Source: an optimization exercise on an open RTL-to-GDS flow (aim: small area). Production flows keep margins and buffers that such runs may drop.
At most, simulation tests tie the RTL to the original design; equivalence was not proved.
No functional check of the RTL was part of runs 1 and 2.
Power figures rest on the tool's default switching activity, not on a simulated workload.

==> flow/design.v <==
module tuya_rx_buffer #(
    parameter N = 59
) (
    input  wire       clk,
    input  wire       wr,
    input  wire [7:0] din,
    output wire [7:0] head,     
    output wire [7:0] next,     
    output wire [7:0] prev      
);
    reg [8*N-1:0] ring;
    assign head = ring[8*N-1 -: 8];
    assign next = ring[8*N-9 -: 8];
    assign prev = ring[7:0];
    always @(posedge clk)
        ring <= {ring[8*N-9:0], wr ? din : head};
endmodule
module tuya_classify (
    input  wire [7:0] cmd,
    output reg  [3:0] kind,
    output reg        handled
);
    always @(*) begin
        case (cmd)
            8'h00: kind = 4'd0;    
            8'h01: kind = 4'd1;    
            8'h02: kind = 4'd2;    
            8'h03: kind = 4'd3;    
            8'h04: kind = 4'd4;    
            8'h05: kind = 4'd5;    
            8'h06: kind = 4'd6;    
            8'h07: kind = 4'd7;    
            8'h08: kind = 4'd8;    
            8'h1C: kind = 4'd9;    
            8'h21: kind = 4'd10;   
            8'h24: kind = 4'd11;   
            default: kind = 4'd12;  
        endcase
        case (kind)
            4'd0, 4'd1, 4'd2, 4'd6, 4'd7, 4'd8, 4'd9, 4'd10: handled = 1'b1;
            default: handled = 1'b0;
        endcase
    end
endmodule
module tuya_rx_framer (
    input  wire        clk,
    input  wire        rst,
    input  wire        in_valid,
    input  wire [7:0]  in_data,
    output wire        in_ready,
    output wire        out_valid,
    input  wire        out_ready,
    output wire [2:0]  out_kind,
    output wire [16:0] out_data,
    output wire [3:0]  out_class,
    output wire        out_last
);
    localparam N      = 59;           
    localparam MAXPAY = 57;
    localparam [2:0] EV_GARBAGE   = 3'd1;
    localparam [2:0] EV_OVERSIZED = 3'd2;
    localparam [2:0] EV_DECODE    = 3'd3;
    localparam [2:0] EV_FRAME     = 3'd4;
    localparam [2:0] EV_PAYLOAD   = 3'd5;
    localparam [2:0] EV_UNKNOWN   = 3'd6;
    localparam [2:0] S_SCAN  = 3'd0;    
    localparam [2:0] S_HSUM  = 3'd1;    
    localparam [2:0] S_SYNC  = 3'd2;    
    localparam [2:0] S_RECV  = 3'd3;    
    localparam [2:0] S_FRAME = 3'd4;    
    localparam [2:0] S_PAY   = 3'd5;    
    localparam [2:0] S_UNK   = 3'd6;    
    localparam [2:0] S_DROP  = 3'd7;    
    reg  [2:0]  state;
    reg  [5:0]  q;        
    reg  [5:0]  w;        
    reg  [5:0]  e;        
    reg  [7:0]  acc;      
    reg         chk;      
    reg         ov;
    reg  [2:0]  ov_kind;
    reg  [16:0] ov_data;
    reg         ov_last;
    reg         hd;       
    wire [7:0] head, next, prev;
    reg        wr;
    tuya_rx_buffer #(.N(N)) u_ring (
        .clk  (clk),
        .wr   (wr),
        .din  (in_data),
        .head (head),
        .next (next),
        .prev (prev)
    );
    wire [3:0] cls;
    wire       cls_handled;
    tuya_classify u_classify (
        .cmd     (ov_data[7:0]),
        .kind    (cls),
        .handled (cls_handled)
    );
    assign out_valid = ov;
    assign out_kind  = ov_kind;
    assign out_data  = ov_data;
    assign out_class = cls;
    assign out_last  = ov_last;
    wire slot_free = !ov || out_ready;
    wire       q_last  = (q == N - 1);
    wire [5:0] q_inc   = q_last ? 6'd0 : q + 6'd1;
    wire [5:0] w_inc   = w + 6'd1;
    wire [2:0] n       = w[2:0];
    wire [7:0] acc_in  = (state == S_HSUM) ? head : in_data;
    wire [7:0] acc_sum = acc + acc_in;
    wire       len_hit = (ov_data[15:0] == {prev, head});
    reg accept;
    always @(*) begin
        case (state)
            S_SCAN:  accept = (q == 6'd0) && (n[2:1] != 2'b11 || (n == 3'd6 && chk));
            S_SYNC:  accept = (q == 6'd0);
            S_RECV:  accept = (w == e) || (q == w);
            S_DROP:  accept = (w == 6'd0) ? slot_free : (w == 6'd1 && q == 6'd1 && !len_hit);
            default: accept = 1'b0;
        endcase
    end
    assign in_ready = accept;
    wire take = accept && in_valid;
    always @(*) begin
        case (state)
            S_SCAN:  wr = take;
            S_SYNC:  wr = take;
            S_RECV:  wr = take && (w != e);
            default: wr = 1'b0;
        endcase
    end
    always @(posedge clk) begin
        if (ov_kind == EV_FRAME)
            hd <= cls_handled;
    end
    always @(posedge clk) begin
        if (rst) begin
            state   <= S_SCAN;
            q       <= 6'd0;
            w       <= 6'd0;
            chk     <= 1'b0;
            ov      <= 1'b0;
        end else begin
            if (ov && out_ready)
                ov <= 1'b0;
            q <= q_inc;
            case (state)
                S_SCAN: begin
                    if (take) begin
                        q   <= q;
                        w   <= w_inc;
                        chk <= 1'b0;
                    end
                    if (q == N - 7 && n == 3'd7 && slot_free) begin
                        ov      <= 1'b1;
                        ov_kind <= EV_GARBAGE;
                        ov_data <= {9'd0, head};
                        w       <= 6'd6;
                    end
                    if (q == N - 6 && n == 3'd6) begin
                        if (head == 8'h55 && next == 8'hAA) begin
                            q     <= N - 3;
                            acc   <= 8'hFF;
                            state <= S_HSUM;
                        end else
                            chk <= 1'b1;
                    end
                end
                S_HSUM: begin
                    if (q >= N - 2 || q <= 6'd1)
                        acc <= acc_sum;
                    if (q == 6'd1) begin
                        e   <= head[5:0];
                        w   <= 6'd0;
                        state <= ((prev != 8'd0) || (head > MAXPAY)) ? S_DROP : S_SYNC;
                    end
                end
                S_SYNC: begin
                    if (take) begin
                        if (e == 6'd0) begin
                            if (acc != in_data) begin
                                state <= S_UNK;
                                w     <= 6'd0;
                            end else
                                state <= S_FRAME;
                        end else begin
                            acc   <= acc_sum;
                            w     <= 6'd1;
                            state <= S_RECV;
                        end
                    end
                end
                S_RECV: begin
                    if (take) begin
                        if (w == e) begin
                            if (acc != in_data) begin
                                state <= S_UNK;
                                w     <= 6'd0;
                            end else
                                state <= S_FRAME;
                        end else begin
                            acc <= acc_sum;
                            w   <= w_inc;
                        end
                    end
                end
                S_FRAME: begin
                    if (q == N - 1 && slot_free) begin
                        ov      <= 1'b1;
                        ov_kind <= EV_FRAME;
                        ov_data <= {1'b0, prev, head};
                        ov_last <= (e == 6'd0);
                        w       <= {5'd0, e == 6'd0};
                        state   <= (e == 6'd0) ? S_UNK : S_PAY;
                    end
                end
                S_PAY: begin
                    if (q == w && slot_free) begin
                        ov      <= 1'b1;
                        ov_kind <= EV_PAYLOAD;
                        ov_data <= {9'd0, head};
                        ov_last <= (w_inc == e);
                        w       <= w_inc;
                        if (w_inc == e) begin
                            state <= S_UNK;
                            w     <= 6'd1;
                        end
                    end
                end
                S_UNK: begin
                    if (!w[0]) begin
                        if (slot_free) begin
                            ov      <= 1'b1;
                            ov_kind <= EV_DECODE;
                            ov_data <= 17'd4;
                            state   <= S_SCAN;
                            q       <= 6'd0;
                            w       <= 6'd0;
                        end
                    end else if (q == N - 1 && (hd || slot_free)) begin
                        if (!hd) begin
                            ov      <= 1'b1;
                            ov_kind <= EV_UNKNOWN;
                            ov_data <= {9'd0, head};
                        end
                        state <= S_SCAN;
                        q     <= 6'd0;
                        w     <= 6'd0;
                    end
                end
                S_DROP: begin
                    if (w == 6'd0) begin
                        if (take) begin
                            ov_data <= 17'd0;
                            w       <= 6'd1;
                        end
                    end else if (w == 6'd1) begin
                        if (q == 6'd1) begin
                            if (len_hit)
                                w <= 6'd2;
                            if (len_hit || in_valid)
                                ov_data <= ov_data + 17'd1;
                        end
                    end else if (w[3]) begin
                        ov      <= 1'b1;
                        ov_kind <= EV_OVERSIZED;
                        state   <= S_SCAN;
                        q       <= 6'd0;
                        w       <= 6'd0;
                    end else begin
                        ov_data <= ov_data + 17'd1;
                        w       <= w_inc;
                    end
                end
            endcase
        end
    end
endmodule
==> flow/flow/run.sh <==
#!/bin/bash
# Standard layout (standard.sh) with a leaner clock tree and port buffers.
export CTS_ARGS="-sink_clustering_enable -repair_clock_nets -dont_use_dummy_load -buf_list sky130_fd_sc_hd__clkbuf_4 -sink_clustering_size 10 -sink_clustering_max_diameter 40"
export BUFFER_PORTS_ARGS="-buffer_cell sky130_fd_sc_hd__buf_1"
bash standard.sh > standard.log 2>&1
==> flow/standard.sh <==
#!/bin/bash
# synth_recipe.tcl (not shown) runs the flow's synth.tcl, then flattens the netlist and writes it again
# the make line also repeats each setting of config.mk as NAME=value (left out here)
make -C /OpenROAD-flow-scripts/flow DESIGN_CONFIG=/design/flow/config.mk WORK_HOME=/design/flow/orfs CLKGATE_MAP_FILE= SYNTH_SCRIPT=/design/flow/synth_recipe.tcl "${@:-finish}"
==> flow/config.mk <==
export PLATFORM = sky130hd
export DESIGN_NAME = tuya_rx_framer
export DESIGN_NICKNAME = tuya_rx_framer
export VERILOG_FILES = /design/flow/design.v
export SDC_FILE = /design/flow/constraint.sdc
export NUM_CORES = 4
export LEC_CHECK = 0
export CAP_MARGIN = 20
export CORE_MARGIN = 2
export CORE_UTILIZATION = 40
export PLACE_DENSITY = 0.6
export SLEW_MARGIN = 20
==> flow/constraint.sdc <==
create_clock -name core_clock -period 10.0 [get_ports {clk}]
set_input_delay 2.0000 -clock core_clock [delete_from_list [all_inputs] [get_ports {clk}]]
set_output_delay 2.0000 -clock core_clock [all_outputs]
set_load 0.01 [all_outputs]
==> flow_metrics.env, run 1 <==
export IMPL_status="timing/DRC/antenna clean"
export IMPL_drv_slew=0
export IMPL_grt_pass1_wl_um=38800
export IMPL_synth_cell_type_count=77
export IMPL_io_buffers=38
export IMPL_ys_flop_type="dfxtp_1"
export IMPL_cp_cell_sequence="nand2_1 -> inv_2 -> nand2_1 -> nor3_1 -> nor3b_1 -> nand2b_1 -> buf_1"
export IMPL_criticalPathCategory="reg2out"
export IMPL_die_h_um=191
export IMPL_clkSlewWorstSetupHoldPaths_ns=0.09
export IMPL_power_density_mw_per_mm2=285
export IMPL_worstRegToRegCells=11
export IMPL_insertion_delay_ns=0.72
export IMPL_r2r_start="state[0]$_SDFFE_PP0P_"
export IMPL_postSynthAreaPerCell_um2=14.0
export IMPL_crit_start="state[1]$_SDFFE_PP0P_"
export IMPL_synthCells=1006
export IMPL_drt_pass1_iter_count=4
export IMPL_final_period_utilization_pct=50.2
export IMPL_initial_utilization_pct=40.7
export IMPL_hold_buffers=0
export IMPL_ys_ff_latch=525
export IMPL_antenna_found_initial=1
export IMPL_cts_tree="built"
export IMPL_total_leakage_power_uw=0.00584
export IMPL_wl_per_cell_um=15.4
export IMPL_synth_area_leaders="dfxtp_1 (70%), edfxtp_1 (7.7%), xnor2_1 (2.4%), ha_1 (2.0%), xor2_1 (1.6%)"
export IMPL_layout_nets=1133
export IMPL_gp_congestion=0.898
export IMPL_cp_required_ns=8.00
export IMPL_fillers=3281
export IMPL_numClockSinks=525
export IMPL_setup_viol=0
export IMPL_dp_hpwl_um=15600
export IMPL_finalNonFillerCells=1552
export IMPL_critPathCaptureType="primary output"
export IMPL_cts_resized=0
export IMPL_fin_setup_tns_ns=0
export IMPL_synth_edf_count=36
export IMPL_postRouteAntennaNets=0
export IMPL_viasPerCell=4.75
export IMPL_cts_path_max_buffers=3
export IMPL_die_w_um=191
export IMPL_cp_slowest_cell="dfxtp_1"
export IMPL_num_rows=68
export IMPL_max_stage_delay_ns=0.75
export IMPL_cts_root_buf="clkbuf_4"
export IMPL_drc=0
export IMPL_timing_fmax_mhz=199
export IMPL_synthesis_area_mm2=0.0140
export IMPL_grt_max_degree=34
export IMPL_hold_class="reg2reg"
export IMPL_routed_wl_um=23800
export IMPL_drive_gt1_share_pct=8.94
export IMPL_hold_depth=0
export IMPL_cts_buffers=71
export IMPL_p_total_uw=4350
export IMPL_ys_seq_area_share_pct=77.4
export IMPL_drt_iter0_drc=353
export IMPL_core_mm2=0.0345
export IMPL_final_cell_mix="dfxtp_1 (489), clkbuf_4 (71), nand2_1 (54), nor2_1 (51), xnor2_1 (39)"
export IMPL_synth_warnings=3
export IMPL_rsz0062_at_grt="no"
export IMPL_io_pins=39
export IMPL_die_area_mm2=0.0366
export IMPL_cp_max_fo=18
export IMPL_dpl_cell_count=1480
export IMPL_finClkSkew_ns=0.112
export IMPL_peakVddDrop_v=0.000140
export IMPL_num_vias=7369
export IMPL_grt_usage_pct=13.6
export IMPL_async_reset_ff_share_pct=0
export IMPL_min_period_ns=5.02
export IMPL_layout_commonest_cell="dfxtp_1"
export IMPL_post_cts_setup_buffers=0
export IMPL_final_hold_viol_count=0
export IMPL_area_delta_synth_final_pct=8.41
export IMPL_synth_largest_area_cell="dfxtp_1"
export IMPL_h_tree_depth=3
export IMPL_slew_headroom_pct=40.7
export IMPL_synth_fp_nets=1041
export IMPL_cap_violations=0
export IMPL_grt_overflow=0
export IMPL_worst_setup_path_start_kind="flop"
export IMPL_hold_start="u_ring.ring[250]$_DFF_P_"
export IMPL_grt_pass1_vias=7344
export IMPL_synth_top_cell_area_share_pct=69.7
export IMPL_worstMarginPinSlew_ns=0.881
export IMPL_worstPathArrival_ns=3.02
export IMPL_cpMostUsedCell="nand2_1"
==> flip-flops by register name, summed over array words and instances, names as in the netlist <==
name,flops
chk,1
q,6
e,6
ov_data,17
u_ring.ring,472
hd,1
state,3
acc,8
ov_last,1
ov_kind,3
w,6
ov,1
==> logic make-up (layout without fill, tap and decap cells) <==
| kind of cell | count (synthesis) | after routing | share of synthesized area (%) |
|---|---|---|---|
| flops | 525 | 525 | 77.4 |
| simple gates | 216 | 216 | 8.04 |
| compound gates | 113 | 113 | 5.60 |
| xor+xnor | 64 | 64 | 3.99 |
| buf+inv | 46 | 136 | 1.40 |
| fa+ha+maj | 24 | 24 | 2.17 |
| mux | 18 | 18 | 1.42 |
| other cells | 0 | 1 | 0 |
==> metal layers <==
layer | up-vias | global-route usage, % | routed length [um]
li1 | 3591 | - | -
met3 | 51 | 4.22 | 1530
met5 | - | 0 | 0
met1 | 3534 | 18.8 | 11700
met4 | 0 | 6.01 | 599
met2 | 193 | 19.6 | 10000
==> power breakdown <==
| part | internal [uW] | switching [uW] |
|---|---|---|
| combinational | 238 | 370 |
| sequential | 2630 | 185 |
| clock | 327 | 598 |
==> synthesized netlist by cell type, types with 7 or more instances <==
cell type,number
nor2_1,51
mux2_2,7
dfxtp_1,489
inv_1,20
o21ai_0,30
or3_1,7
nand4_1,13
xor2_1,25
nor2b_1,9
nand2b_1,8
o41ai_1,7
xnor2_1,39
nor3_1,11
ha_1,22
edfxtp_1,36
and3_1,8
nand2_1,54
clkbuf_1,16
nand3_1,15
mux2_1,8
a21oi_1,17
o21ai_1,7
==> stage by stage <==
step	hold slack (ns)	setup slack (ns)	util (%)	cell area, um^2
after floorplan	0.310	4.64	-	14000
after global placement	0.310	5.17	42.5	14700
after detailed placement	0.312	5.15	42.5	14700
after CTS	0.274	4.92	44.1	15200
after global routing	0.267	4.76	44.1	15200
final	0.265	4.98	44.1	15200
==> worst paths after layout <==
kind,end,slack (ns)
max,in_ready,4.98
min,u_ring.ring[258]$_DFF_P_,0.27
max reg2reg,acc[6]$_SDFFCE_PN1P_,6.53
min reg2reg,u_ring.ring[258]$_DFF_P_,0.27
==> worst max-delay path, delay by kind of cell, from the launching register on <==
family / cells / cell delay [ns]
simple gates: 5 / 1.26
buf+inv: 2 / 0.35
flops: 1 / 0.75
==> layout make-up <==
type                       count  area [um^2]  area share, %
antenna                        1         2.50         0.0164
clock buffer                  71          533           3.50
inverter                      21         78.8          0.518
multi-input combinational    435         2990           19.6
sequential                   525        10900           71.4
tap                          455          569           3.74
timing repair buffer          44          188           1.23
==> run 2: changes to the inputs <==
==> flow/flow/run.sh (replaced) <==
#!/bin/bash
# Standard layout (standard.sh) with a leaner clock tree and port buffers.
export CTS_ARGS="-sink_clustering_enable -repair_clock_nets -dont_use_dummy_load -buf_list sky130_fd_sc_hd__clkbuf_8 -sink_clustering_size 16 -sink_clustering_max_diameter 60"
export BUFFER_PORTS_ARGS="-buffer_cell sky130_fd_sc_hd__buf_1"
bash standard.sh > standard.log 2>&1
==> run 2 against run 1 <==
Net effect: core utilization grew 0.16 points; non-clock buffer count is the same; via count shrank 2.0%; power grew 0.98%; synthesized cell count is the same; register-to-register slack is essentially flat; sequential share of layout area shrank 0.26 points; area after synthesis is the same; highest routed layer unchanged; combinational power is essentially flat; still clean; sequential power is essentially flat; routed wire length shrank 1.9%; clock power grew 4.8%; largest power group unchanged.
==> flow_metrics.env, run 2 <==
export IMPL_numClockSinks=525
export IMPL_timing_hold_ws_ns=0.276
export IMPL_core_mm2=0.0345
export IMPL_rsz0062_at_grt="no"
export IMPL_slew_headroom_pct=38.4
export IMPL_cts_resized=0
export IMPL_final_period_utilization_pct=49.2
export IMPL_grt_pass1_vias=7056
export IMPL_total_leakage_power_uw=0.00582
export IMPL_cp_cell_sequence="nand2_1 -> inv_2 -> nand2_1 -> nor3_1 -> nor3b_1 -> nand2b_1 -> buf_1"
export IMPL_area_delta_synth_final_pct=8.81
export IMPL_layout_commonest_cell="dfxtp_1"
export IMPL_synth_top_cell_area_share_pct=69.7
export IMPL_timing_fmax_mhz=203
export IMPL_dp_hpwl_um=15600
export IMPL_drive_gt1_share_pct=6.55
export IMPL_insertion_delay_ns=0.54
export IMPL_worstMarginPinSlew_ns=0.916
export IMPL_synth_edf_count=36
export IMPL_critPathCaptureType="primary output"
export IMPL_ys_seq_area_share_pct=77.4
export IMPL_grt_pass1_wl_um=38200
export IMPL_synth_fa_ha_area_share_pct=2.17
export IMPL_io_buffers=38
export IMPL_reg_top3="u_ring.ring x472, ov_data x17, acc x8"
export IMPL_drc=0
export IMPL_hold_class="reg2reg"
export IMPL_layout_nets=1105
export IMPL_viasPerCell=4.74
export IMPL_postSynthAreaPerCell_um2=14.0
export IMPL_synthMuxAreaShare_pct=1.42
export IMPL_synth_most_common_cell="dfxtp_1"
export IMPL_max_stage_delay_ns=0.74
export IMPL_hold_depth=0
export IMPL_wl_per_cell_um=15.3
export IMPL_cap_violations=0
export IMPL_p_total_uw=4390
export IMPL_grt_overflow=0
export IMPL_final_hold_viol_count=0
export IMPL_die_w_um=191
export IMPL_finClkSkew_ns=0.0544
export IMPL_synth_compound_area_share_pct=5.60
export IMPL_peakVddDrop_v=0.000167
export IMPL_synthesis_area_mm2=0.0140
export IMPL_io_pins=39
export IMPL_drt_iter0_drc=363
export IMPL_synth_fp_nets=1041
export IMPL_async_reset_ff_share_pct=0
export IMPL_synth_cell_type_count=77
export IMPL_die_area_mm2=0.0366
export IMPL_cts_tree="built"
export IMPL_postRouteAntennaNets=0
export IMPL_num_vias=7220
export IMPL_cts_path_max_buffers=3
export IMPL_cts_buffers=43
export IMPL_antenna_found_initial=0
export IMPL_clkSlewWorstSetupHoldPaths_ns=0.09
export IMPL_cp_max_fo=18
export IMPL_synth_top_family_by_area="simple AND/OR/NAND/NOR gates"
export IMPL_initial_utilization_pct=40.7
export IMPL_reg2reg_to="ov_data[13]$_DFFE_PP_"
export IMPL_synth_area_leaders="dfxtp_1 (70%), edfxtp_1 (7.7%), xnor2_1 (2.4%), ha_1 (2.0%), xor2_1 (1.6%)"
export IMPL_cpMostUsedCell="nand2_1"
export IMPL_cp_required_ns=8.00
export IMPL_r2r_setup_slack_ns=6.54
export IMPL_hold_buffers=0
export IMPL_fillers=3262
export IMPL_ys_ff_latch=525
export IMPL_min_period_ns=4.92
export IMPL_worstPathArrival_ns=2.92
export IMPL_post_cts_setup_buffers=0
export IMPL_grt_max_degree=34
export IMPL_die_h_um=191
export IMPL_setup_viol=0
export IMPL_synth_xor_area_share_pct=3.99
export IMPL_synthSimpleGateAreaFrac_pct=8.04
export IMPL_worst_setup_path_start_kind="flop"
export IMPL_largest_reg_flops=472
export IMPL_drt_pass1_iter_count=5
export IMPL_synth_warnings=3
export IMPL_gp_congestion=0.898
export IMPL_ys_flop_type="dfxtp_1"
export IMPL_worstRegToRegCells=8
export IMPL_num_rows=68
export IMPL_cts_root_buf="clkbuf_8"
export IMPL_power_density_mw_per_mm2=287
export IMPL_status="timing/DRC/antenna clean"
export IMPL_r2r_start="w[0]$_SDFFE_PP0P_"
export IMPL_hold_start="u_ring.ring[303]$_DFF_P_"
export IMPL_synth_commonest_cells="dfxtp_1 (489), nand2_1 (54), nor2_1 (51)"
export IMPL_synth_largest_area_cell="dfxtp_1"
export IMPL_cp_slowest_cell="dfxtp_1"
export IMPL_grt_usage_pct=13.3
export IMPL_drv_slew=0
export IMPL_fin_setup_tns_ns=0
export IMPL_synthCells=1006
export IMPL_h_tree_depth=2
export IMPL_routed_wl_um=23400
export IMPL_final_cell_mix="dfxtp_1 (489), nand2_1 (54), nor2_1 (51), clkbuf_8 (43), xnor2_1 (39)"
export IMPL_criticalPathCategory="reg2out"
export IMPL_regMostFlops="u_ring.ring"
export IMPL_antenna_cells=0
export IMPL_worstHoldEndpoint="u_ring.ring[311]$_DFF_P_"
-- run 2: worst max-delay path, delay by kind of cell (launching register included) --
kind                   cells  cell delay (ns)
buffers and inverters      2             0.35
flip-flops                 1             0.74
AND/OR/NAND/NOR            5             1.26
-- run 2: routing by layer --
layer / up-vias / wire length (um) / global-route usage [%]
li1: 3512 / - / -
met1: 3490 / 11600 / 19.2
met2: 174 / 9740 / 19.1
met3: 44 / 1430 / 3.41
met4: 0 / 554 / 4.94
met5: - / 0 / 0
-- run 2: worst max-delay path by stage --
stage	start	endpoint	slack, ns	cells after the start
2_1_floorplan	out_ready	ov_data[0]$_DFFE_PP_	4.64	6
3_3_place_gp	out_ready	in_ready	5.17	6
3_5_place_dp	out_ready	in_ready	5.15	6
4_1_cts	state[1]$_SDFFE_PP0P_	in_ready	5.04	7
5_1_grt	state[1]$_SDFFE_PP0P_	in_ready	4.87	7
6_report	state[1]$_SDFFE_PP0P_	in_ready	5.08	7
-- run 2: through the flow --
stage	area [um^2]	utilization, %	setup slack, ns	std cells
finish	15300	44.3	5.08	1523
global route	15300	44.3	4.87	1523
CTS	15300	44.3	5.04	1523
detailed placement	14700	42.5	5.15	1480
global placement	14700	42.5	5.17	1480
floorplan	14000	-	4.64	1006
-- run 2: power by group --
group | switching (uW) | internal, uW
combinational | 368 | 238
clock | 585 | 385
sequential | 185 | 2630
total | 1140 | 3250
-- run 2: cell type report --
class | count | area [um^2] | area share, %
inverters | 21 | 78.8 | 0.516
flip-flops and latches | 525 | 10900 | 71.1
multi-input cells | 435 | 2990 | 19.5
clock buffers | 43 | 592 | 3.87
well taps | 455 | 569 | 3.72
repair buffers | 44 | 188 | 1.23
-- run 2: kinds of logic (layout without fill, tap and decap cells) --
logic type,Yosys count,in the layout
AND/OR/NAND/NOR,216,216
AO/OA/AOI/OAI,113,113
buffers and inverters,46,108
adder cells (fa/ha/maj),24,24
XOR/XNOR,64,64
flip-flops,525,525
multiplexers,18,18
==> run 3: changes to the inputs <==
--- a/flow/design.v
+++ b/flow/design.v
@@ -57,5 +57,4 @@
 );
     localparam N      = 59;           
-    localparam MAXPAY = 57;
     localparam [2:0] EV_GARBAGE   = 3'd1;
     localparam [2:0] EV_OVERSIZED = 3'd2;
@@ -81,5 +80,4 @@
     reg  [2:0]  ov_kind;
     reg  [16:0] ov_data;
-    reg         ov_last;
     reg         hd;       
     wire [7:0] head, next, prev;
@@ -104,12 +102,46 @@
     assign out_data  = ov_data;
     assign out_class = cls;
-    assign out_last  = ov_last;
+    assign out_last  = (w == e);
     wire slot_free = !ov || out_ready;
+    function [7:0] add8(input [7:0] a, input [7:0] b);
+        integer i;
+        reg c;
+        begin
+            c = 1'b0;
+            for (i = 0; i < 8; i = i + 1) begin
+                add8[i] = a[i] ^ b[i] ^ c;
+                c = (a[i] & b[i]) | (c & (a[i] ^ b[i]));
+            end
+        end
+    endfunction
+    function [16:0] inc17(input [16:0] a);
+        integer i;
+        reg c;
+        begin
+            c = 1'b1;
+            for (i = 0; i < 17; i = i + 1) begin
+                inc17[i] = a[i] ^ c;
+                c = c & a[i];
+            end
+        end
+    endfunction
+    function [5:0] inc6(input [5:0] a);
+        integer i;
+        reg c;
+        begin
+            c = 1'b1;
+            for (i = 0; i < 6; i = i + 1) begin
+                inc6[i] = a[i] ^ c;
+                c = c & a[i];
+            end
+        end
+    endfunction
     wire       q_last  = (q == N - 1);
-    wire [5:0] q_inc   = q_last ? 6'd0 : q + 6'd1;
-    wire [5:0] w_inc   = w + 6'd1;
+    wire [5:0] q_inc   = q_last ? 6'd0 : inc6(q);
+    wire [5:0] w_inc   = inc6(w);
     wire [2:0] n       = w[2:0];
     wire [7:0] acc_in  = (state == S_HSUM) ? head : in_data;
-    wire [7:0] acc_sum = acc + acc_in;
+    wire [7:0] acc_sum = add8(acc, acc_in);
+    wire       len_big = (head[7:6] != 2'd0) || (head[5:3] == 3'b111 && head[2:1] != 2'd0);
     wire       len_hit = (ov_data[15:0] == {prev, head});
     reg accept;
@@ -117,5 +149,5 @@
         case (state)
             S_SCAN:  accept = (q == 6'd0) && (n[2:1] != 2'b11 || (n == 3'd6 && chk));
-            S_SYNC:  accept = (q == 6'd0);
+            S_SYNC:  accept = (q == 6'd0) && slot_free;
             S_RECV:  accept = (w == e) || (q == w);
             S_DROP:  accept = (w == 6'd0) ? slot_free : (w == 6'd1 && q == 6'd1 && !len_hit);
@@ -171,10 +203,10 @@
                 end
                 S_HSUM: begin
-                    if (q >= N - 2 || q <= 6'd1)
+                    if (q == N - 2 || q == N - 1 || q[5:1] == 5'd0)
                         acc <= acc_sum;
                     if (q == 6'd1) begin
                         e   <= head[5:0];
                         w   <= 6'd0;
-                        state <= ((prev != 8'd0) || (head > MAXPAY)) ? S_DROP : S_SYNC;
+                        state <= ((prev != 8'd0) || len_big) ? S_DROP : S_SYNC;
                     end
                 end
@@ -183,6 +215,10 @@
                         if (e == 6'd0) begin
                             if (acc != in_data) begin
-                                state <= S_UNK;
-                                w     <= 6'd0;
+                                ov      <= 1'b1;
+                                ov_kind <= EV_DECODE;
+                                ov_data <= 17'd4;
+                                state   <= S_SCAN;
+                                q       <= 6'd0;
+                                w       <= 6'd0;
                             end else
                                 state <= S_FRAME;
@@ -198,6 +234,10 @@
                         if (w == e) begin
                             if (acc != in_data) begin
-                                state <= S_UNK;
-                                w     <= 6'd0;
+                                ov      <= 1'b1;
+                                ov_kind <= EV_DECODE;
+                                ov_data <= 17'd4;
+                                state   <= S_SCAN;
+                                q       <= 6'd0;
+                                w       <= 6'd0;
                             end else
                                 state <= S_FRAME;
@@ -213,33 +253,20 @@
                         ov_kind <= EV_FRAME;
                         ov_data <= {1'b0, prev, head};
-                        ov_last <= (e == 6'd0);
-                        w       <= {5'd0, e == 6'd0};
+                        w       <= 6'd0;
                         state   <= (e == 6'd0) ? S_UNK : S_PAY;
                     end
                 end
                 S_PAY: begin
-                    if (q == w && slot_free) begin
+                    if (w == e)
+                        state <= S_UNK;
+                    else if (q == w && slot_free) begin
                         ov      <= 1'b1;
                         ov_kind <= EV_PAYLOAD;
                         ov_data <= {9'd0, head};
-                        ov_last <= (w_inc == e);
                         w       <= w_inc;
-                        if (w_inc == e) begin
-                            state <= S_UNK;
-                            w     <= 6'd1;
-                        end
                     end
                 end
                 S_UNK: begin
-                    if (!w[0]) begin
-                        if (slot_free) begin
-                            ov      <= 1'b1;
-                            ov_kind <= EV_DECODE;
-                            ov_data <= 17'd4;
-                            state   <= S_SCAN;
-                            q       <= 6'd0;
-                            w       <= 6'd0;
-                        end
-                    end else if (q == N - 1 && (hd || slot_free)) begin
+                    if (q == N - 1 && slot_free) begin
                         if (!hd) begin
                             ov      <= 1'b1;
@@ -263,5 +290,5 @@
                                 w <= 6'd2;
                             if (len_hit || in_valid)
-                                ov_data <= ov_data + 17'd1;
+                                ov_data <= inc17(ov_data);
                         end
                     end else if (w[3]) begin
@@ -272,5 +299,5 @@
                         w       <= 6'd0;
                     end else begin
-                        ov_data <= ov_data + 17'd1;
+                        ov_data <= inc17(ov_data);
                         w       <= w_inc;
                     end
==> flow/flow/run.sh (replaced) <==
#!/bin/bash
# The standard layout (standard.sh), with a smaller clock tree (small
# clock buffers, no dummy loads) and the smallest buffer on the ports.
export CTS_ARGS="-sink_clustering_enable -repair_clock_nets -dont_use_dummy_load -buf_list sky130_fd_sc_hd__clkbuf_4 -sink_clustering_size 12 -sink_clustering_max_diameter 40"
export BUFFER_PORTS_ARGS="-buffer_cell sky130_fd_sc_hd__buf_1"
bash standard.sh > standard.log 2>&1
==> run 3 against run 2 <==
Net effect: sequential share of layout area up 2.1 points; flip-flop and latch count down 1; synthesized cell count down 8.7%; count of clock-buffer cells in the layout up 12; non-clock buffer count up 1; fmax down 8.7%; cell count down 4.8%; sequential power down 3%; critical endpoint unchanged; first-iteration DRC count up 9.4%; hold slack better by 0.010 ns; cell area down 3.2%; setup slack worse by 0.47 ns.
==> flow_metrics.env, run 3 <==
export IMPL_status="timing/DRC/antenna clean"
export IMPL_dpl_worst_slack_ns=4.48
export IMPL_io_buffers=38
export IMPL_worstHoldEndpoint="u_ring.ring[75]$_DFF_P_"
export IMPL_cts_resized=0
export IMPL_worstMarginPinSlew_ns=1.02
export IMPL_dpl_cell_count=1394
export IMPL_die_w_um=189
export IMPL_synth_area_leaders="dfxtp_1 (72%), edfxtp_1 (7.7%), ha_1 (3.1%), xor2_1 (2.0%), nand2_1 (1.0%)"
export IMPL_min_period_ns=5.39
export IMPL_clkSlewWorstSetupHoldPaths_ns=0.12
export IMPL_async_reset_ff_share_pct=0
export IMPL_drt_iter0_drc=397
export IMPL_hold_depth=0
export IMPL_postRouteAntennaNets=0
export IMPL_synth_compound_area_share_pct=6.13
export IMPL_cts_root_buf="clkbuf_4"
export IMPL_num_vias=6643
export IMPL_die_area_mm2=0.0357
export IMPL_grt_pass1_vias=6691
export IMPL_r2r_start="state[1]$_SDFFE_PP0P_"
export IMPL_cp_required_ns=8.00
export IMPL_synth_edf_count=35
export IMPL_critPathCaptureType="primary output"
export IMPL_worstPathArrival_ns=3.39
export IMPL_hold_class="reg2reg"
export IMPL_synth_top_family_by_area="compound AO/OA/AOI/OAI gates"
export IMPL_setup_viol=0
export IMPL_final_cell_mix="dfxtp_1 (489), clkbuf_4 (55), buf_1 (38), nand2_1 (37), nor2_1 (36)"
export IMPL_initial_utilization_pct=40.7
export IMPL_post_cts_setup_buffers=0
export IMPL_fin_setup_tns_ns=0
export IMPL_cp_max_fo=10
export IMPL_worst_setup_path_start_kind="input pin"
export IMPL_synthSimpleGateAreaFrac_pct=5.85
export IMPL_io_pins=39
export IMPL_largest_reg_flops=472
export IMPL_synth_xor_area_share_pct=2.56
export IMPL_power_density_mw_per_mm2=267
export IMPL_grt_max_degree=31
export IMPL_total_leakage_power_uw=0.00583
export IMPL_gp_congestion=0.895
export IMPL_routed_wl_um=23100
export IMPL_ys_ff_latch=524
export IMPL_insertion_delay_ns=0.70
export IMPL_criticalPathCategory="in2out"
export IMPL_cap_violations=0
export IMPL_layout_commonest_cell="dfxtp_1"
export IMPL_postSynthAreaPerCell_um2=14.9
export IMPL_synthCells=918
export IMPL_finalWorstSetupSlack_ns=4.61
export IMPL_grt_pass1_wl_um=37300
export IMPL_drv_slew=0
export IMPL_ys_flop_type="dfxtp_1"
export IMPL_design_area_mm2=0.0148
export IMPL_cts_buffers=55
export IMPL_numClockSinks=524
export IMPL_core_mm2=0.0336
export IMPL_synth_fp_nets=970
export IMPL_worstRegToRegCells=17
export IMPL_final_hold_viol_count=0
export IMPL_synth_warnings=3
export IMPL_drive_gt1_share_pct=9.19
export IMPL_regMostFlops="u_ring.ring"
export IMPL_finalNonFillerCells=1450
export IMPL_die_h_um=189
export IMPL_peakVddDrop_v=0.000158
export IMPL_drt_pass1_iter_count=5
export IMPL_reg_top3="u_ring.ring x472, ov_data x17, acc x8"
export IMPL_drc=0
export IMPL_synth_fa_ha_area_share_pct=4.06
export IMPL_dp_hpwl_um=15200
export IMPL_fillers=3032
export IMPL_timing_fmax_mhz=185
export IMPL_synth_most_common_cell="dfxtp_1"
export IMPL_synth_largest_area_cell="dfxtp_1"
export IMPL_synthesis_area_mm2=0.0137
export IMPL_r2r_setup_slack_ns=5.64
export IMPL_reg2reg_to="acc[7]$_SDFFCE_PN1P_"
export IMPL_area_delta_synth_final_pct=8.09
export IMPL_rsz0062_at_grt="no"
export IMPL_num_rows=67
export IMPL_cts_tree="built"
export IMPL_finClkSkew_ns=0.115
export IMPL_synth_commonest_cells="dfxtp_1 (489), nand2_1 (37), nor2_1 (37)"
export IMPL_slew_headroom_pct=31.5
export IMPL_ys_seq_area_share_pct=79.2
export IMPL_final_period_utilization_pct=53.9
export IMPL_layout_nets=1055
export IMPL_post_route_util_pct=44.0
export IMPL_placed_area_mm2=0.0144
export IMPL_synthMuxAreaShare_pct=1.17
export IMPL_wl_per_cell_um=15.9
export IMPL_antenna_found_initial=2
export IMPL_synth_cell_type_count=74
export IMPL_hold_start="u_ring.ring[67]$_DFF_P_"
export IMPL_h_tree_depth=2
export IMPL_synth_top_cell_area_share_pct=71.5
export IMPL_grt_usage_pct=13.3
export IMPL_hold_buffers=0
export IMPL_grt_overflow=0
export IMPL_cts_path_max_buffers=3
export IMPL_viasPerCell=4.58
run 3: how the worst max path moves through the flow:
| stage | cells past startpoint | slack [ns] | to | start |
|---|---|---|---|---|
| 2_1_floorplan | 13 | 4.83 | acc[7]$_SDFFCE_PN1P_ | in_data[0] |
| 3_3_place_gp | 14 | 4.54 | acc[7]$_SDFFCE_PN1P_ | in_data[0] |
| 3_5_place_dp | 14 | 4.48 | acc[7]$_SDFFCE_PN1P_ | in_data[0] |
| 4_1_cts | 6 | 4.62 | in_ready | out_ready |
| 5_1_grt | 6 | 4.47 | in_ready | out_ready |
| 6_report | 6 | 4.61 | in_ready | out_ready |
run 3: cell families (layout without fill, tap and decap cells):
group | Yosys count | count (layout)
mux | 15 | 15
compound gates | 112 | 112
simple gates | 150 | 150
flops | 524 | 524
buf+inv | 36 | 119
other cells | 0 | 1
xor+xnor | 40 | 40
fa+ha+maj | 41 | 41
run 3: layout make-up:
cell class              count  area, um^2  area share [%]
multi-input cells         358        2720            18.3
well taps                 448         561            3.79
flip-flops and latches    524       10800            73.3
diodes                      1        2.50          0.0169
inverters                  19        71.3           0.482
repair buffers             45         195            1.32
clock buffers              55         413            2.79
run 3: report_power, final:
group          total, uW  internal (uW)  leakage (uW)  switching [uW]
registers           2730           2580       0.00431             151
clock network        821            252      0.000253             568
logic                404            147       0.00126             257
run 3: through the flow:
| step | total power, uW | hold slack [ns] |
|---|---|---|
| CTS | 4020 | 0.279 |
| global placement | 3180 | 0.310 |
| floorplan | 3000 | 0.310 |
| finish | 3960 | 0.286 |
| global route | 4190 | 0.277 |
| detailed placement | 3180 | 0.312 |
run 3: per-layer routing:
metal | vias up | global-route usage [%] | share of wire (%)
li1 | 3290 | - | -
met1 | 3137 | 19.2 | 49
met2 | 156 | 18.4 | 40
met3 | 58 | 4.24 | 8.0
met4 | 2 | 5.20 | 2.9
met5 | - | 0 | 0.056
run 3: worst max-delay path, cell delays in order:
cell      delay, ns
buf_1          0.08
nor2b_1        0.41
a211oi_2       0.17
nor3_4         0.42
nor2_1         0.13
buf_1          0.17
==> run 4: changes to the inputs <==
==> flow/flow/run.sh (replaced) <==
#!/bin/bash
# The standard layout (standard.sh), with a smaller clock tree (small
# clock buffers, no dummy loads) and the smallest buffer on the ports.
export CTS_ARGS="-sink_clustering_enable -repair_clock_nets -dont_use_dummy_load -buf_list sky130_fd_sc_hd__clkbuf_4 -sink_clustering_size 10 -sink_clustering_max_diameter 40"
export BUFFER_PORTS_ARGS="-buffer_cell sky130_fd_sc_hd__buf_1"
bash standard.sh > standard.log 2>&1
==> run 4 against run 3 <==
Net effect: critical path depth stayed put; sequential power hardly changed; still clean; cell area is 0.58% higher; die area stayed put; sequential share of layout area is 0.42 points lower; clock power is 7.7% higher; core utilization is 0.25 points higher.
==> flow_metrics.env, run 4 <==
export IMPL_fillers=3018
export IMPL_final_hold_viol_count=0
export IMPL_cts_tree="built"
export IMPL_synth_largest_area_cell="dfxtp_1"
export IMPL_io_buffers=38
export IMPL_grt_pass1_vias=6807
export IMPL_r2r_setup_slack_ns=5.62
export IMPL_grt_max_degree=31
export IMPL_cp_max_fo=10
export IMPL_cts_buffers=66
export IMPL_cp_slowest_cell="nor2b_1"
export IMPL_wl_per_cell_um=15.8
export IMPL_hold_class="reg2reg"
export IMPL_io_pins=39
export IMPL_crit_path_end="in_ready"
export IMPL_numClockSinks=524
export IMPL_status="timing/DRC/antenna clean"
export IMPL_worst_setup_path_start_kind="input pin"
export IMPL_routed_wl_um=23100
export IMPL_reg2reg_to="acc[7]$_SDFFCE_PN1P_"
export IMPL_worstPathArrival_ns=3.40
export IMPL_cts_path_max_buffers=3
export IMPL_fin_setup_tns_ns=0
export IMPL_drv_slew=0
export IMPL_postSynthAreaPerCell_um2=14.9
export IMPL_peakVddDrop_v=0.000144
export IMPL_worstMarginPinSlew_ns=1.05
export IMPL_gp_congestion=0.895
export IMPL_crit_family="simple AND/OR/NAND/NOR gates"
export IMPL_criticalPathCategory="in2out"
export IMPL_postRouteAntennaNets=0
export IMPL_rsz0062_at_grt="no"
export IMPL_reg_top3="u_ring.ring x472, ov_data x17, acc x8"
export IMPL_cts_resized=0
export IMPL_setup_viol=0
export IMPL_finClkSkew_ns=0.0762
export IMPL_regMostFlops="u_ring.ring"
export IMPL_drc=0
export IMPL_synth_top_cell_area_share_pct=71.5
export IMPL_critPathCaptureType="primary output"
export IMPL_cap_violations=0
export IMPL_post_cts_setup_buffers=0
export IMPL_largest_reg_flops=472
export IMPL_ys_seq_area_share_pct=79.2
export IMPL_timing_fmax_mhz=185
export IMPL_hold_buffers=0
export IMPL_synth_warnings=3
export IMPL_cp_num_cells=6
export IMPL_ys_flop_type="dfxtp_1"
export IMPL_synthesis_area_mm2=0.0137
export IMPL_grt_pass1_wl_um=37400
export IMPL_max_stage_delay_ns=0.42
export IMPL_crit_start="out_ready"
export IMPL_grt_overflow=0
export IMPL_num_vias=6708
export IMPL_r2r_start="state[1]$_SDFFE_PP0P_"
export IMPL_synth_most_common_cell="dfxtp_1"
export IMPL_cpMostUsedCell="buf_1"
export IMPL_die_area_mm2=0.0357
export IMPL_synth_fp_nets=970
export IMPL_drive_gt1_share_pct=10.2
export IMPL_power_density_mw_per_mm2=270
export IMPL_grt_usage_pct=13.4
export IMPL_post_route_util_pct=44.3
export IMPL_total_leakage_power_uw=0.00588
export IMPL_cts_root_buf="clkbuf_4"
export IMPL_antenna_found_initial=2
export IMPL_die_w_um=189
export IMPL_h_tree_depth=3
export IMPL_synthCells=918
export IMPL_core_mm2=0.0336
export IMPL_ys_ff_latch=524
export IMPL_min_period_ns=5.40
export IMPL_dp_hpwl_um=15200
export IMPL_slew_headroom_pct=29.5
export IMPL_multiInputGateArea_mm2=0.00272
export IMPL_synth_area_leaders="dfxtp_1 (72%), edfxtp_1 (7.7%), ha_1 (3.1%), xor2_1 (2.0%), nand2_1 (1.0%)"
export IMPL_area_delta_synth_final_pct=8.71
export IMPL_insertion_delay_ns=0.66
export IMPL_clkSlewWorstSetupHoldPaths_ns=0.09
export IMPL_layout_nets=1066
export IMPL_worstRegToRegCells=17
export IMPL_synth_edf_count=35
export IMPL_final_period_utilization_pct=54.0
export IMPL_regArea_mm2=0.0108
export IMPL_drt_iter0_drc=418
export IMPL_drt_pass1_iter_count=5
export IMPL_final_cell_mix="dfxtp_1 (489), clkbuf_4 (66), buf_1 (38), nand2_1 (37), nor2_1 (36)"
export IMPL_viasPerCell=4.59
export IMPL_synth_cell_type_count=74
export IMPL_critPathBufInv=2
export IMPL_cp_cell_sequence="buf_1 -> nor2b_1 -> a211oi_2 -> nor3_4 -> nor2_1 -> buf_1"
export IMPL_num_rows=67
export IMPL_initial_utilization_pct=40.7
export IMPL_cp_required_ns=8.00
export IMPL_async_reset_ff_share_pct=0
export IMPL_layout_commonest_cell="dfxtp_1"
export IMPL_die_h_um=189
export IMPL_synth_commonest_cells="dfxtp_1 (489), nand2_1 (37), nor2_1 (37)"
## run 4: where the power goes
group          leakage [uW]  switching [uW]  internal [uW]  total [uW]
Clock              0.000304             578            306         884
Combinational       0.00126             257            147         404
Sequential          0.00431             150           2580        2730
Total               0.00588             986           3030        4020
## run 4: kinds of logic after synthesis
kind of cell | share of synthesized area (%)
DFF | 79.2
adders and majority gates | 4.06
muxes | 1.17
and+or+nand+nor | 5.85
buffers and inverters | 1.05
xor gates and xnor gates | 2.56
AOI/OAI and AO/OA | 6.13
## run 4: cell type report
cell class | instances | area share [%]
sequential | 524 | 72.8
multi-input combinational | 358 | 18.2
tap | 448 | 3.77
clock buffer | 66 | 3.33
timing repair buffer | 45 | 1.31
inverter | 19 | 0.479
antenna | 2 | 0.0336
## run 4: worst min path at each step
| stage | startpoint | cells after the start | slack (ns) | end |
|---|---|---|---|---|
| final | u_ring.ring[436]$_DFF_P_ | 0 | 0.28 | u_ring.ring[444]$_DFF_P_ |
| after CTS | u_ring.ring[436]$_DFF_P_ | 0 | 0.25 | u_ring.ring[444]$_DFF_P_ |
| after detailed placement | u_ring.ring[182]$_DFF_P_ | 0 | 0.31 | u_ring.ring[190]$_DFF_P_ |
| after global placement | u_ring.ring[178]$_DFF_P_ | 0 | 0.31 | u_ring.ring[186]$_DFF_P_ |
| after global routing | u_ring.ring[436]$_DFF_P_ | 0 | 0.26 | u_ring.ring[444]$_DFF_P_ |
| after floorplan | u_ring.ring[92]$_DFF_P_ | 0 | 0.31 | u_ring.ring[100]$_DFF_P_ |
## run 4: metrics by stage
stage | cell area [um^2] | power [uW] | hold WS, ns | std cells | setup WS (ns)
2_1_floorplan | 13700 | 3000 | 0.310 | 918 | 4.83
3_3_place_gp | 14400 | 3180 | 0.310 | 1394 | 4.54
3_5_place_dp | 14400 | 3180 | 0.312 | 1394 | 4.48
4_1_cts | 14900 | 4090 | 0.253 | 1460 | 4.62
5_1_grt | 14900 | 4260 | 0.257 | 1461 | 4.47
6_report | 14900 | 4020 | 0.282 | 1462 | 4.60
## run 4: layer usage
| metal | part of all wire (%) | wire length, um | vias up | GRT usage [%] |
|---|---|---|---|---|
| met1 | 49 | 11400 | 3193 | 19.1 |
| met5 | 0 | 0 | - | 0 |
| li1 | - | - | 3317 | - |
| met2 | 40 | 9320 | 151 | 18.4 |
| met4 | 2.5 | 572 | 0 | 5.80 |
| met3 | 8.0 | 1840 | 47 | 4.60 |
==> run 5: changes to the inputs <==
--- a/flow/design.v
+++ b/flow/design.v
@@ -75,5 +75,4 @@
     reg  [5:0]  w;        
     reg  [5:0]  e;        
-    reg  [7:0]  acc;      
     reg         chk;      
     reg         ov;
@@ -142,4 +141,5 @@
     wire [2:0] n       = w[2:0];
     wire [7:0] acc_in  = (state == S_HSUM) ? head : in_data;
+    wire [7:0] acc     = ov_data[7:0];    
     wire [7:0] acc_sum = add8(acc, acc_in);
     wire       len_big = (head[7:6] != 2'd0) || (head[5:3] == 3'b111 && head[2:1] != 2'd0);
@@ -149,7 +149,7 @@
         case (state)
             S_SCAN:  accept = (q == 6'd0) && (n[2:1] != 2'b11 || (n == 3'd6 && chk));
-            S_SYNC:  accept = (q == 6'd0) && slot_free;
+            S_SYNC:  accept = (q == 6'd0);
             S_RECV:  accept = (w == e) || (q == w);
-            S_DROP:  accept = (w == 6'd0) ? slot_free : (w == 6'd1 && q == 6'd1 && !len_hit);
+            S_DROP:  accept = (w == 6'd0) || (w == 6'd1 && q == 6'd1 && !len_hit);
             default: accept = 1'b0;
         endcase
@@ -196,5 +196,5 @@
                         if (head == 8'h55 && next == 8'hAA) begin
                             q     <= N - 3;
-                            acc   <= 8'hFF;
+                            w     <= 6'd0;
                             state <= S_HSUM;
                         end else
@@ -203,7 +203,11 @@
                 end
                 S_HSUM: begin
-                    if (q == N - 2 || q == N - 1 || q[5:1] == 5'd0)
-                        acc <= acc_sum;
-                    if (q == 6'd1) begin
+                    if (q == N - 3 && slot_free) begin
+                        ov_data[7:0] <= 8'hFF;      
+                        w            <= 6'd1;
+                    end
+                    if (w[0] && (q == N - 2 || q == N - 1 || q[5:1] == 5'd0))
+                        ov_data[7:0] <= acc_sum;
+                    if (q == 6'd1 && w[0]) begin
                         e   <= head[5:0];
                         w   <= 6'd0;
@@ -224,5 +228,5 @@
                                 state <= S_FRAME;
                         end else begin
-                            acc   <= acc_sum;
+                            ov_data[7:0] <= acc_sum;
                             w     <= 6'd1;
                             state <= S_RECV;
@@ -243,5 +247,5 @@
                                 state <= S_FRAME;
                         end else begin
-                            acc <= acc_sum;
+                            ov_data[7:0] <= acc_sum;
                             w   <= w_inc;
                         end
==> flow/flow/run.sh (replaced) <==
#!/bin/bash
# The standard layout (standard.sh), with a smaller clock tree (small
# clock buffers, no dummy loads) and the smallest buffer on the ports.
export CTS_ARGS="-sink_clustering_enable -repair_clock_nets -dont_use_dummy_load -buf_list sky130_fd_sc_hd__clkbuf_4 -sink_clustering_size 13 -sink_clustering_max_diameter 30"
export BUFFER_PORTS_ARGS="-buffer_cell sky130_fd_sc_hd__buf_1"
bash standard.sh > standard.log 2>&1
==> run 5 against run 4 <==
Net effect: still clean; sequential power decreased by 1%; first-iteration DRC count is 14% lower; count of clock-buffer cells in the layout up 1; global-route usage shrank 0.18 points; non-clock buffer count down 1; area after synthesis shrank 0.65%; clock skew is 0.018 ns higher; hold slack worse by 0.025 ns; clock power about the same; routed wire length down 2.9%; largest cell class unchanged; highest routed layer is now met5.
==> flow_metrics.env, run 5 <==
export IMPL_min_period_ns=5.40
export IMPL_worst_setup_path_start_kind="flop"
export IMPL_grt_usage_pct=13.2
export IMPL_final_cell_mix="dfxtp_1 (489), clkbuf_4 (67), nand2_1 (65), nor2_1 (43), buf_1 (38)"
export IMPL_die_w_um=188
export IMPL_finalWorstSetupSlack_ns=4.60
export IMPL_initial_utilization_pct=40.6
export IMPL_slew_headroom_pct=20.6
export IMPL_die_area_mm2=0.0355
export IMPL_insertion_delay_ns=0.71
export IMPL_num_vias=6870
export IMPL_synth_commonest_cells="dfxtp_1 (489), nand2_1 (65), nor2_1 (43)"
export IMPL_ys_seq_area_share_pct=77.9
export IMPL_largest_reg_flops=472
export IMPL_rsz0062_at_grt="no"
export IMPL_viasPerCell=4.60
export IMPL_num_rows=67
export IMPL_power_density_mw_per_mm2=288
export IMPL_timing_fmax_mhz=185
export IMPL_synth_cell_type_count=65
export IMPL_synth_edf_count=27
export IMPL_cp_max_fo=9
export IMPL_cts_resized=0
export IMPL_final_hold_viol_count=0
export IMPL_clkSlewWorstSetupHoldPaths_ns=0.12
export IMPL_ys_ff_latch=516
export IMPL_drt_pass1_iter_count=5
export IMPL_synth_area_leaders="dfxtp_1 (72%), edfxtp_1 (6.0%), ha_1 (3.1%), nand2_1 (1.8%), xor2_1 (1.4%)"
export IMPL_drv_slew=0
export IMPL_antenna_found_initial=6
export IMPL_synthesis_area_mm2=0.0136
export IMPL_grt_max_degree=31
export IMPL_async_reset_ff_share_pct=0
export IMPL_grt_pass1_wl_um=36800
export IMPL_dpl_worst_slack_ns=4.68
export IMPL_fin_setup_tns_ns=0
export IMPL_grt_pass1_vias=6807
export IMPL_cap_violations=0
export IMPL_area_delta_synth_final_pct=8.37
export IMPL_drt_iter0_drc=358
export IMPL_cts_buffers=67
export IMPL_synthCells=956
export IMPL_total_leakage_power_uw=0.00590
export IMPL_dp_hpwl_um=14800
export IMPL_criticalPathCategory="reg2out"
export IMPL_p_total_uw=4240
export IMPL_worstPathArrival_ns=3.40
export IMPL_drc=0
export IMPL_layout_commonest_cell="dfxtp_1"
export IMPL_regMostFlops="u_ring.ring"
export IMPL_hold_class="reg2reg"
export IMPL_final_period_utilization_pct=54.0
export IMPL_cts_root_buf="clkbuf_4"
export IMPL_synth_most_common_cell="dfxtp_1"
export IMPL_design_area_mm2=0.0147
export IMPL_cp_required_ns=8.00
export IMPL_ys_flop_type="dfxtp_1"
export IMPL_postSynthAreaPerCell_um2=14.2
export IMPL_cts_path_max_buffers=3
export IMPL_setup_viol=0
export IMPL_cts_tree="built"
export IMPL_core_mm2=0.0335
export IMPL_synth_warnings=3
export IMPL_post_cts_setup_buffers=0
export IMPL_layout_nets=1095
export IMPL_drive_gt1_share_pct=8.74
export IMPL_io_buffers=38
export IMPL_gp_congestion=0.814
export IMPL_fillers=3109
export IMPL_h_tree_depth=3
export IMPL_hold_buffers=0
export IMPL_peakVddDrop_v=0.000145
export IMPL_critPathCaptureType="primary output"
export IMPL_placed_area_mm2=0.0142
export IMPL_status="timing/DRC/antenna clean"
export IMPL_numClockSinks=516
export IMPL_worstMarginPinSlew_ns=1.18
export IMPL_die_h_um=188
export IMPL_synth_top_cell_area_share_pct=72.0
export IMPL_io_pins=39
export IMPL_synth_fp_nets=1008
export IMPL_postRouteAntennaNets=0
export IMPL_wl_per_cell_um=15.1
export IMPL_grt_overflow=0
export IMPL_post_route_util_pct=44.0
export IMPL_finClkSkew_ns=0.0944
export IMPL_synth_largest_area_cell="dfxtp_1"
export IMPL_reg_top3="u_ring.ring x472, ov_data x17"
export IMPL_routed_wl_um=22500
==> run 5: critical path, stage by stage, from the launching register on <==
cell,delay (ns)
edfxtp_1,0.55
xnor2_1,0.33
nand4_1,0.16
nor4_1,0.97
nor3b_1,0.18
or3_1,0.39
buf_1,0.15
==> run 5: worst paths after layout <==
check	cells past startpoint	endpoint	slack (ns)	startpoint
max	6	in_ready	4.60	ov_data[0]$_DFFE_PP_
min	0	u_ring.ring[456]$_DFF_P_	0.26	u_ring.ring[448]$_DFF_P_
max reg2reg	17	ov_data[7]$_DFFE_PP_	5.27	state[0]$_SDFFE_PP0P_
min reg2reg	0	u_ring.ring[456]$_DFF_P_	0.26	u_ring.ring[448]$_DFF_P_
==> run 5: per-layer routing <==
| metal | wire (um) | share of wire [%] | global-route usage [%] | vias to the layer above |
|---|---|---|---|---|
| met5 | 34 | 0.15 | 0 | - |
| met4 | 632 | 2.8 | 6.10 | 6 |
| met3 | 1860 | 8.3 | 5.27 | 54 |
| met2 | 8890 | 40 | 17.8 | 185 |
| met1 | 11100 | 49 | 18.6 | 3224 |
| li1 | - | - | - | 3401 |
==> run 5: cell type report <==
class	count	area, um^2	area share [%]
antenna	3	7.51	0.0509
clock buffer	67	503	3.41
inverter	20	75.1	0.509
multi-input combinational	394	2810	19.0
sequential	516	10600	71.9
tap	448	561	3.80
timing repair buffer	44	188	1.27
==> run 5: logic make-up after synthesis <==
| kind of cell | Yosys count | share of synthesized area [%] |
|---|---|---|
| DFF | 516 | 77.9 |
| and+or+nand+nor | 180 | 6.64 |
| AOI/OAI and AO/OA | 121 | 6.38 |
| buffers and inverters | 46 | 1.43 |
| xor gates and xnor gates | 41 | 2.64 |
| adders and majority gates | 40 | 4.01 |
| muxes | 12 | 0.966 |
==> run 5: metrics by stage <==
stage / instances / hold WS [ns]
6_report: 1492 / 0.258
5_1_grt: 1491 / 0.247
4_1_cts: 1489 / 0.259
3_5_place_dp: 1422 / 0.312
3_3_place_gp: 1422 / 0.310
2_1_floorplan: 956 / 0.310
==> run 5: report_power, final <==
group	internal, uW	total [uW]	switching [uW]
clock	309	881	572
sequential	2520	2690	167
combinational	252	667	414
==> run 6: changes to the inputs <==
==> flow/flow/run.sh (replaced) <==
#!/bin/bash
# The standard layout (standard.sh), with a smaller clock tree (small
# clock buffers, no dummy loads) and the smallest buffer on the ports.
export CTS_ARGS="-sink_clustering_enable -repair_clock_nets -dont_use_dummy_load -buf_list sky130_fd_sc_hd__clkbuf_4 -sink_clustering_size 12 -sink_clustering_max_diameter 40"
export BUFFER_PORTS_ARGS="-buffer_cell sky130_fd_sc_hd__buf_1"
bash standard.sh > standard.log 2>&1
==> run 6 against run 5 <==
Net effect: critical path depth unchanged; via count about the same; first-iteration DRC count increased by 16%; power decreased by 1.8%; routed wire length about the same; clock power decreased by 8.6%; core utilization decreased by 0.31 points; flip-flop and latch count unchanged; global-route usage decreased by 0.085 points; sequential power about the same; combinational power about the same; synthesized cell count unchanged.
==> flow_metrics.env, run 6 <==
export IMPL_drc=0
export IMPL_p_seq_share_pct=64.7
export IMPL_postRouteAntennaNets=0
export IMPL_use_met1_pct=18.8
export IMPL_synth_most_common_cell="dfxtp_1"
export IMPL_clkSlewWorstSetupHoldPaths_ns=0.11
export IMPL_setup_viol=0
export IMPL_internal_power_uw=3020
export IMPL_synth_cell_type_count=65
export IMPL_hold_class="reg2reg"
export IMPL_r2r_setup_slack_ns=5.35
export IMPL_sw_frac_of_total_pct=27.5
export IMPL_drv_slew=0
export IMPL_criticalPathCategory="reg2out"
export IMPL_largest_reg_flops=472
export IMPL_hold_buffers=0
export IMPL_power_density_mw_per_mm2=284
export IMPL_final_period_utilization_pct=54.2
export IMPL_dpl_cell_count=1422
export IMPL_drive_gt1_share_pct=7.50
export IMPL_synth_largest_area_cell="dfxtp_1"
export IMPL_timing_fmax_mhz=185
export IMPL_ys_ff_latch=516
export IMPL_die_h_um=188
export IMPL_layout_commonest_cell="dfxtp_1"
export IMPL_dp_hpwl_um=14800
export IMPL_reg2reg_to="ov_data[7]$_DFFE_PP_"
export IMPL_synth_commonest_cells="dfxtp_1 (489), nand2_1 (65), nor2_1 (43)"
export IMPL_finalWorstSetupSlack_ns=4.58
export IMPL_area_delta_synth_final_pct=7.60
export IMPL_status="timing/DRC/antenna clean"
export IMPL_gp_congestion=0.814
export IMPL_antenna_found_initial=6
export IMPL_synthesis_area_mm2=0.0136
export IMPL_final_hold_viol_count=0
export IMPL_grt_overflow=0
export IMPL_io_buffers=38
export IMPL_critPathCaptureType="primary output"
export IMPL_busiest_layer="met1"
export IMPL_synth_edf_count=27
export IMPL_cp_required_ns=8.00
export IMPL_grt_usage_pct=13.2
export IMPL_worstRegToRegCells=17
export IMPL_wl_per_cell_um=15.2
export IMPL_core_mm2=0.0335
export IMPL_crit_path_end="in_ready"
export IMPL_cts_resized=0
export IMPL_multiInputGateArea_mm2=0.00281
export IMPL_synth_fp_nets=1008
export IMPL_die_w_um=188
export IMPL_routed_wl_um=22500
export IMPL_total_leakage_power_uw=0.00584
export IMPL_initial_utilization_pct=40.6
export IMPL_grt_pass1_wl_um=36900
export IMPL_regMostFlops="u_ring.ring"
export IMPL_hold_depth=0
export IMPL_layout_nets=1081
export IMPL_switchingPower_uw=1140
export IMPL_num_rows=67
export IMPL_met3_usage_pct=4.99
export IMPL_ys_seq_area_share_pct=77.9
export IMPL_hold_start="u_ring.ring[239]$_DFF_P_"
export IMPL_synth_area_leaders="dfxtp_1 (72%), edfxtp_1 (6.0%), ha_1 (3.1%), nand2_1 (1.8%), xor2_1 (1.4%)"
export IMPL_cp_max_fo=9
export IMPL_rsz0062_at_grt="no"
export IMPL_num_vias=6871
export IMPL_ys_flop_type="dfxtp_1"
export IMPL_die_area_mm2=0.0355
export IMPL_fin_setup_tns_ns=0
export IMPL_cap_violations=0
export IMPL_cts_tree="built"
export IMPL_insertion_delay_ns=0.74
export IMPL_min_period_ns=5.42
export IMPL_drt_pass1_iter_count=4
export IMPL_h_tree_depth=2
export IMPL_met2_usage_pct=18.0
export IMPL_cts_buffers=53
export IMPL_cts_root_buf="clkbuf_4"
export IMPL_finalNonFillerCells=1478
export IMPL_peakVddDrop_v=0.000141
export IMPL_io_pins=39
export IMPL_viasPerCell=4.65
export IMPL_synth_top_cell_area_share_pct=72.0
export IMPL_r2r_start="state[0]$_SDFFE_PP0P_"
export IMPL_worstPathArrival_ns=3.42
export IMPL_crit_start="ov_data[0]$_DFFE_PP_"
export IMPL_worstMarginPinSlew_ns=1.20
export IMPL_grt_max_degree=31
export IMPL_final_cell_mix="dfxtp_1 (489), nand2_1 (65), clkbuf_4 (53), nor2_1 (43), buf_1 (38)"
export IMPL_drt_iter0_drc=417
export IMPL_postSynthAreaPerCell_um2=14.2
export IMPL_slew_headroom_pct=19.6
export IMPL_synthCells=956
export IMPL_finClkSkew_ns=0.105
export IMPL_reg_top3="u_ring.ring x472, ov_data x17"
export IMPL_async_reset_ff_share_pct=0
export IMPL_cts_path_max_buffers=3
export IMPL_fillers=3119
export IMPL_worst_setup_path_start_kind="flop"
export IMPL_dpl_worst_slack_ns=4.68
export IMPL_regArea_mm2=0.0106
export IMPL_post_cts_setup_buffers=0
export IMPL_grt_pass1_vias=6734
export IMPL_comb_power_share_pct=16.0
export IMPL_pwr_share_clk_pct=19.3
export IMPL_numClockSinks=516
export IMPL_synth_warnings=3
-- run 6: changes by cell type in the layout (fill, tap and decap cells not counted), sizes merged --
cell	change
clkbuf	-14
-- run 6: logic make-up after synthesis --
logic type / after synthesis / synth area share (%)
buffers and inverters: 46 / 1.43
AND/OR/NAND/NOR: 180 / 6.64
flip-flops: 516 / 77.9
AO/OA/AOI/OAI: 121 / 6.38
adder cells (fa/ha/maj): 40 / 4.01
multiplexers: 12 / 0.966
XOR/XNOR: 41 / 2.64
-- run 6: layer usage --
layer,up-vias,routed length (um)
met4,6,626
met3,63,1840
li1,3370,-
met2,182,8930
met1,3250,11100
met5,-,34
-- run 6: stage by stage --
step                      hold WS (ns)  area, um^2  total power, uW  util (%)
final                            0.289       14600             4160      43.6
after global routing             0.294       14600             4430      43.6
after global placement           0.310       14200             3400      42.4
after detailed placement         0.312       14200             3400      42.4
after floorplan                  0.310       13600             3170         -
after CTS                        0.293       14600             4220      43.6
-- run 6: area by class of cell --
cell class	count	share of cell area (%)
flip-flops and latches	516	72.4
diodes	3	0.0513
inverters	20	0.513
well taps	448	3.83
repair buffers	44	1.28
multi-input cells	394	19.2
clock buffers	53	2.72
-- run 6: worst min path at each step --
stage | end
floorplan | u_ring.ring[100]$_DFF_P_
global route | u_ring.ring[456]$_DFF_P_
CTS | u_ring.ring[247]$_DFF_P_
finish | u_ring.ring[247]$_DFF_P_
global placement | u_ring.ring[112]$_DFF_P_
detailed placement | u_ring.ring[122]$_DFF_P_
-- run 6: critical path, stage by stage, from the launching register on --
cell and delay [ns]:
edfxtp_1 0.55, xnor2_1 0.34, nand4_1 0.16, nor4_1 0.98, nor3b_1 0.18, or3_1 0.40
buf_1 0.15
-- run 6: power by group through the flow --
stage | Sequential [uW] | Combinational (uW) | Clock (uW)
finish | 2690 | 666 | 805
CTS | 2700 | 663 | 858
global placement | 2740 | 660 | 0
global route | 2740 | 740 | 946
floorplan | 2660 | 506 | 0
detailed placement | 2740 | 660 | 0

static timing again, ports no longer ideal:
The flow's constraints put no driver on any port. The routed layouts listed below were extracted and timed again, unchanged, in two steps. Step 1: set_driving_cell puts a clkbuf_16 on clk and a buf_2 on each other input, an assumption about the parent block. Step 2, shift: input delay + t, output delay - t, t = (earliest + latest rising clock arrival at the registers) / 2. This alone moves slack from input paths to output paths. Three values: ideal, step 1, step 2; two values: the first two.
run	t (ns)	setup WS [ns]	worst setup path after step 2	slew at the worst register clock pin (ns)
run 1	0.706	4.980 / 4.938 / 5.151	input to output	0.10 / 0.10
run 2	0.575	5.077 / 5.035 / 5.154	input to output	0.10 / 0.10
run 3	0.686	4.607 / 4.585 / 4.524	input to register	0.12 / 0.12
run 4	0.665	4.597 / 4.575 / 4.556	input to register	0.10 / 0.10
run 5	0.706	4.601 / 4.556 / 4.665	input to register	0.12 / 0.12
run 6	0.727	4.582 / 4.539 / 4.719	input to register	0.12 / 0.12
After both steps every run listed still meets setup and hold. For run 3, which loses most, drivers alone change the setup slack by -0.022 ns; drivers and shift together by -0.083 ns.
